This design comes from an exercise in tuning for small area, a short achievable clock period and few clock cycles on the open sky130 flow, not from production work.
Where RTL was checked, it was by simulation tests only, not by an equivalence proof against the original.
Power is estimated from default activity; no workload was simulated.

the baseline:
==> flow/design.v <==
module itmp_crc8_step (
    input  wire [7:0] crc_in,
    input  wire [7:0] data_in,
    output wire [7:0] crc_out
);
    wire [7:0] x = crc_in ^ data_in;
    assign crc_out[0] = x[2] ^ x[4] ^ x[5];
    assign crc_out[1] = x[0] ^ x[3] ^ x[5] ^ x[6];
    assign crc_out[2] = x[0] ^ x[1] ^ x[4] ^ x[6] ^ x[7];
    assign crc_out[3] = x[0] ^ x[1] ^ x[4] ^ x[7];
    assign crc_out[4] = x[0] ^ x[1] ^ x[4];
    assign crc_out[5] = x[1] ^ x[2] ^ x[5];
    assign crc_out[6] = x[0] ^ x[2] ^ x[3] ^ x[6];
    assign crc_out[7] = x[1] ^ x[3] ^ x[4] ^ x[7];
endmodule
module itmp_encoder (
    input  wire       clk,
    input  wire       rst,
    input  wire       s_valid,
    output wire       s_ready,
    input  wire [7:0] s_data,
    input  wire       s_last,
    output reg        tx_valid,
    input  wire       tx_ready,
    output reg  [7:0] tx_data
);
    localparam [7:0] FLAG = 8'h7E;
    localparam [7:0] ESC  = 8'h7D;
    localparam [1:0] E_OPEN  = 2'd0;    
    localparam [1:0] E_BYTE  = 2'd1;    
    localparam [1:0] E_CRC   = 2'd2;    
    localparam [1:0] E_CLOSE = 2'd3;    
    reg        a_v, b_v;
    reg  [7:0] a_d, b_d;
    reg        a_l, b_l;
    reg        a_x, b_x;      
    reg  [1:0] state;
    reg  [7:0] crc;
    reg        esc_sent;      
    assign s_ready = !b_v;
    wire       s_take = s_valid && !b_v;
    wire       s_x    = (s_data[7:2] == 6'b011111) && (s_data[1] ^ s_data[0]);
    wire       adv    = !tx_valid || tx_ready;    
    wire       crc_x  = (crc == FLAG) || (crc == ESC);
    wire [7:0] crc_next;
    itmp_crc8_step u_crc (.crc_in(crc), .data_in(a_d), .crc_out(crc_next));
    wire       pop    = adv && (state == E_BYTE) && a_v && !(a_x && !esc_sent);
    always @(posedge clk) begin
        if (rst) begin
            a_v <= 1'b0;
            b_v <= 1'b0;
        end else begin
            if (!a_v || pop) begin
                if (b_v) begin
                    a_v <= 1'b1;
                    b_v <= 1'b0;
                end else begin
                    a_v <= s_take;
                end
            end else if (s_take) begin
                b_v <= 1'b1;
            end
        end
    end
    always @(posedge clk) begin
        if (!a_v || pop) begin
            if (b_v) begin
                a_d <= b_d; a_l <= b_l; a_x <= b_x;
            end else begin
                a_d <= s_data; a_l <= s_last; a_x <= s_x;
            end
        end
        if (!b_v) begin
            b_d <= s_data; b_l <= s_last; b_x <= s_x;
        end
    end
    always @(posedge clk) begin
        if (rst) begin
            state    <= E_OPEN;
            esc_sent <= 1'b0;
            tx_valid <= 1'b0;
            crc      <= 8'hFF;
        end else if (adv) begin
            case (state)
                E_OPEN: begin
                    tx_valid <= a_v || s_valid;
                    tx_data  <= FLAG;
                    crc      <= 8'hFF;
                    esc_sent <= 1'b0;
                    if (a_v || s_valid)
                        state <= E_BYTE;
                end
                E_BYTE: begin
                    tx_valid <= a_v;
                    if (a_x && !esc_sent) begin
                        tx_data <= ESC;
                        if (a_v)
                            esc_sent <= 1'b1;
                    end else begin
                        tx_data <= {a_d[7:6], a_d[5] ^ esc_sent, a_d[4:0]};
                        if (a_v) begin
                            esc_sent <= 1'b0;
                            crc      <= crc_next;
                            if (a_l)
                                state <= E_CRC;
                        end
                    end
                end
                E_CRC: begin
                    tx_valid <= 1'b1;
                    if (crc_x && !esc_sent) begin
                        tx_data  <= ESC;
                        esc_sent <= 1'b1;
                    end else begin
                        tx_data  <= {crc[7:6], crc[5] ^ esc_sent, crc[4:0]};
                        esc_sent <= 1'b0;
                        state    <= E_CLOSE;
                    end
                end
                E_CLOSE: begin
                    tx_valid <= 1'b1;
                    tx_data  <= FLAG;
                    state    <= E_OPEN;
                end
            endcase
        end
    end
endmodule
module itmp_decoder #(
    parameter RXBUF_MAX = 64,
    parameter QD        = 4         
) (
    input  wire       clk,
    input  wire       rst,
    input  wire       rx_valid,
    output reg        rx_ready,
    input  wire [7:0] rx_data,
    output reg        f_valid,
    input  wire       f_ready,
    output reg  [7:0] f_data,
    output reg        f_first,
    output reg        f_last
);
    localparam       AW = $clog2(RXBUF_MAX);        
    localparam       PW = AW + 1;                   
    localparam       QW = $clog2(QD);
    reg  [7:0]    ring [0:RXBUF_MAX-1];
    reg           r1_v;
    reg  [7:0]    r1_d;
    reg           r1_fl;         
    reg           r1_es;         
    reg           esc;
    reg  [7:0]    crc;
    reg  [PW-1:0] cnt;           
    reg           ovf;
    reg  [PW-1:0] wptr;          
    reg  [PW-1:0] fstart;        
    reg  [AW-1:0] q_end [0:QD-1];
    reg  [QW-1:0] q_rd, q_wr;
    reg  [QW:0]   q_cnt;
    reg  [PW-1:0] rptr;          
    reg           first_pend;    
    wire          eff_flag = !esc && r1_fl;
    wire          eff_esc  = !esc && r1_es;
    wire          is_data  = !eff_flag && !eff_esc;
    wire          room     = !cnt[PW-1];                      
    wire [PW-1:0] occ      = wptr - rptr;
    wire          proc     = r1_v && rx_ready;
    wire [7:0]    ubyte    = {r1_d[7:6], r1_d[5] ^ esc, r1_d[4:0]};
    wire          store    = proc && is_data && room;
    wire          good     = (cnt > 2) && (crc == 8'h00) && !ovf;
    wire          push     = proc && eff_flag && good;
    wire [7:0]    crc_step;
    itmp_crc8_step u_crc (.crc_in(crc), .data_in(ubyte), .crc_out(crc_step));
    wire          can_rd   = (q_cnt != 0);
    wire          load     = can_rd && (!f_valid || f_ready);
    wire          rd_last  = (rptr[AW-1:0] == q_end[q_rd]);
    wire          pop      = load && rd_last;
    wire          esc_n    = proc ? eff_esc : esc;
    wire [PW-1:0] wptr_n   = !proc    ? wptr :
                             eff_flag ? (good ? wptr - 1'b1 : fstart) :
                             store    ? wptr + 1'b1 : wptr;
    wire [PW-1:0] cnt_n    = (proc && eff_flag) ? {PW{1'b0}} : store ? cnt + 1'b1 : cnt;
    wire [QW:0]   q_cnt_n  = q_cnt + push - pop;
    wire          take     = rx_valid && rx_ready;
    wire          in_fl    = (rx_data == 8'h7E);
    wire          in_es    = (rx_data == 8'h7D);
    wire          r1_v_n   = take || (r1_v && !rx_ready);
    wire          fl_n     = take ? in_fl : r1_fl;
    wire          es_n     = take ? in_es : r1_es;
    wire          eflag_n  = !esc_n && fl_n;
    wire          data_n   = esc_n || (!fl_n && !es_n);
    wire          q_full_n = (q_cnt == QD) || ((q_cnt == QD - 1) && push);
    wire          ring_full_n = (q_cnt != 0) && (occ[PW-1] || (&occ[AW-1:0]));
    wire          stall_n  = r1_v_n && (eflag_n ? q_full_n : (data_n && ring_full_n));
    always @(posedge clk) begin
        if (store)
            ring[wptr[AW-1:0]] <= ubyte;
        if (push)
            q_end[q_wr] <= wptr[AW-1:0] - 2'd2;
        if (take) begin
            r1_d  <= rx_data;
            r1_fl <= in_fl;
            r1_es <= in_es;
        end
        if (load) begin
            f_data  <= ring[rptr[AW-1:0]];
            f_first <= first_pend;
            f_last  <= rd_last;
        end
    end
    always @(posedge clk) begin
        if (rst) begin
            rx_ready   <= 1'b1;
            r1_v       <= 1'b0;
            esc        <= 1'b0;
            crc        <= 8'hFF;
            cnt        <= {PW{1'b0}};
            ovf        <= 1'b0;
            wptr       <= {PW{1'b0}};
            fstart     <= {PW{1'b0}};
            q_rd       <= {QW{1'b0}};
            q_wr       <= {QW{1'b0}};
            q_cnt      <= {(QW+1){1'b0}};
            rptr       <= {PW{1'b0}};
            first_pend <= 1'b1;
            f_valid    <= 1'b0;
        end else begin
            rx_ready <= !stall_n;
            r1_v     <= r1_v_n;
            esc      <= esc_n;
            wptr     <= wptr_n;
            cnt      <= cnt_n;
            q_cnt    <= q_cnt_n;
            if (proc && eff_flag) begin
                crc <= 8'hFF;
                ovf <= 1'b0;
                if (good)
                    fstart <= wptr - 1'b1;
            end else if (store) begin
                crc <= crc_step;
            end else if (proc && is_data) begin
                ovf <= 1'b1;
            end
            if (push)
                q_wr <= q_wr + 1'b1;
            if (pop)
                q_rd <= q_rd + 1'b1;
            if (load) begin
                f_valid    <= 1'b1;
                rptr       <= rptr + 1'b1;
                first_pend <= rd_last;
            end else if (f_ready) begin
                f_valid    <= 1'b0;
            end
        end
    end
endmodule
module itmp_codec (
    input  wire       clk,
    input  wire       rst,
    input  wire       s_valid,
    output wire       s_ready,
    input  wire [7:0] s_data,
    input  wire       s_last,
    output wire       tx_valid,
    input  wire       tx_ready,
    output wire [7:0] tx_data,
    input  wire       rx_valid,
    output wire       rx_ready,
    input  wire [7:0] rx_data,
    output wire       f_valid,
    input  wire       f_ready,
    output wire [7:0] f_data,
    output wire       f_first,
    output wire       f_last
);
    itmp_encoder u_enc (
        .clk(clk), .rst(rst),
        .s_valid(s_valid), .s_ready(s_ready), .s_data(s_data), .s_last(s_last),
        .tx_valid(tx_valid), .tx_ready(tx_ready), .tx_data(tx_data)
    );
    itmp_decoder #(.RXBUF_MAX(64)) u_dec (
        .clk(clk), .rst(rst),
        .rx_valid(rx_valid), .rx_ready(rx_ready), .rx_data(rx_data),
        .f_valid(f_valid), .f_ready(f_ready), .f_data(f_data),
        .f_first(f_first), .f_last(f_last)
    );
endmodule
clock: 6.0 ns
lec_check: 0
cap_margin: 20
core_margin: 2
core_utilization: 40
slew_margin: 20
run.sh (not shown) runs the stock make flow with config.mk's settings and CLKGATE_MAP_FILE= SYNTH_SCRIPT=/design/flow/synth_recipe.tcl, a recipe that flattens the netlist after the stock synthesis.
diff inputs: the baseline => the candidate
--- a/flow/design.v
+++ b/flow/design.v
@@ -166,5 +166,8 @@
     wire          room     = !cnt[PW-1];                      
     wire [PW-1:0] occ      = wptr - rptr;
-    wire          proc     = r1_v && rx_ready;
+    wire          q_full   = (q_cnt == QD);
+    wire          stall    = r1_v && (eff_flag ? q_full
+                                              : (is_data && room && occ[PW-1]));
+    wire          proc     = r1_v && !stall;
     wire [7:0]    ubyte    = {r1_d[7:6], r1_d[5] ^ esc, r1_d[4:0]};
     wire          store    = proc && is_data && room;
@@ -186,12 +189,12 @@
     wire          in_fl    = (rx_data == 8'h7E);
     wire          in_es    = (rx_data == 8'h7D);
-    wire          r1_v_n   = take || (r1_v && !rx_ready);
+    wire          r1_v_n   = take || stall;
     wire          fl_n     = take ? in_fl : r1_fl;
     wire          es_n     = take ? in_es : r1_es;
     wire          eflag_n  = !esc_n && fl_n;
     wire          data_n   = esc_n || (!fl_n && !es_n);
-    wire          q_full_n = (q_cnt == QD) || ((q_cnt == QD - 1) && push);
-    wire          ring_full_n = (q_cnt != 0) && (occ[PW-1] || (&occ[AW-1:0]));
-    wire          stall_n  = r1_v_n && (eflag_n ? q_full_n : (data_n && ring_full_n));
+    wire [PW-1:0] occ_n    = wptr_n - rptr;               
+    wire          stall_n  = r1_v_n && (eflag_n ? (q_cnt_n == QD)
+                                                : (data_n && !cnt_n[PW-1] && occ_n[PW-1]));
     always @(posedge clk) begin
         if (store)
--- outcome ---
- The number of non-clock buffers in the layout of the candidate is lower than that of the baseline.
- Going from the baseline to the candidate, area fraction in and, or, nand and nor cells after synthesis shrank by 0.50 points; power per unit of standard cell area shrank by 3.2 mW/mm^2.
- Worst reg2reg path depth in the candidate vs the baseline: up 1
- Area overhead of the layout relative to synthesis is higher on the baseline
- The part of the power in registers of the candidate exceeds that of the baseline by 1.3 points.
- Taking the baseline as the reference, in the candidate switching part of the total power rose by 1.5 points; final core utilization stayed essentially flat; count of multi-input combinational gates fell by 58; total standard cell area after synthesis fell by about 0.3%; die area stayed essentially flat.
- In the candidate, the fraction of layout instances using a drive strength above 1 came out 1.6 points above the value in the baseline.
- Delta (the candidate minus the baseline): amount of wire on met2 after detailed routing shows an increase of 1600 um; global routing usage summed across all routing layers has decreased.
Testbench counts of the candidate, summed over its fixed seeds: cycles 12,556.
For the baseline, only the layout was checked, not whether the RTL still works.

==> static timing again, ports no longer ideal <==
In the flow no input, the clock included, has a driving cell. The finished layouts below were timed again as built, in two steps. Step 1: set_driving_cell puts a clkbuf_16 on clk and a buf_2 on each other input, an assumption about the parent block. Step 2 times the ports against the registers' clock, not the clock port: input delays grow and output delays shrink by t, the midpoint of the rising clock arrivals with the driver on. Slacks: ideal ports / drivers / drivers and shift; pairs: ideal ports / drivers.
run	shift t [ns]	setup WS [ns]	clock arrival spread, ns	slew at the worst register clock pin (ns)	worst data-port slew with drivers (ns)
the baseline	0.655	2.689 / 2.689 / 2.520	0.031 / 0.031	0.06 / 0.06	0.03
the candidate	0.665	1.601 / 1.601 / 1.601	0.019 / 0.019	0.06 / 0.06	0.04
After both steps every run listed still meets setup and hold. The setup slack of the baseline, which loses most, moves by 0.000 ns with the drivers and by -0.169 ns with both steps.
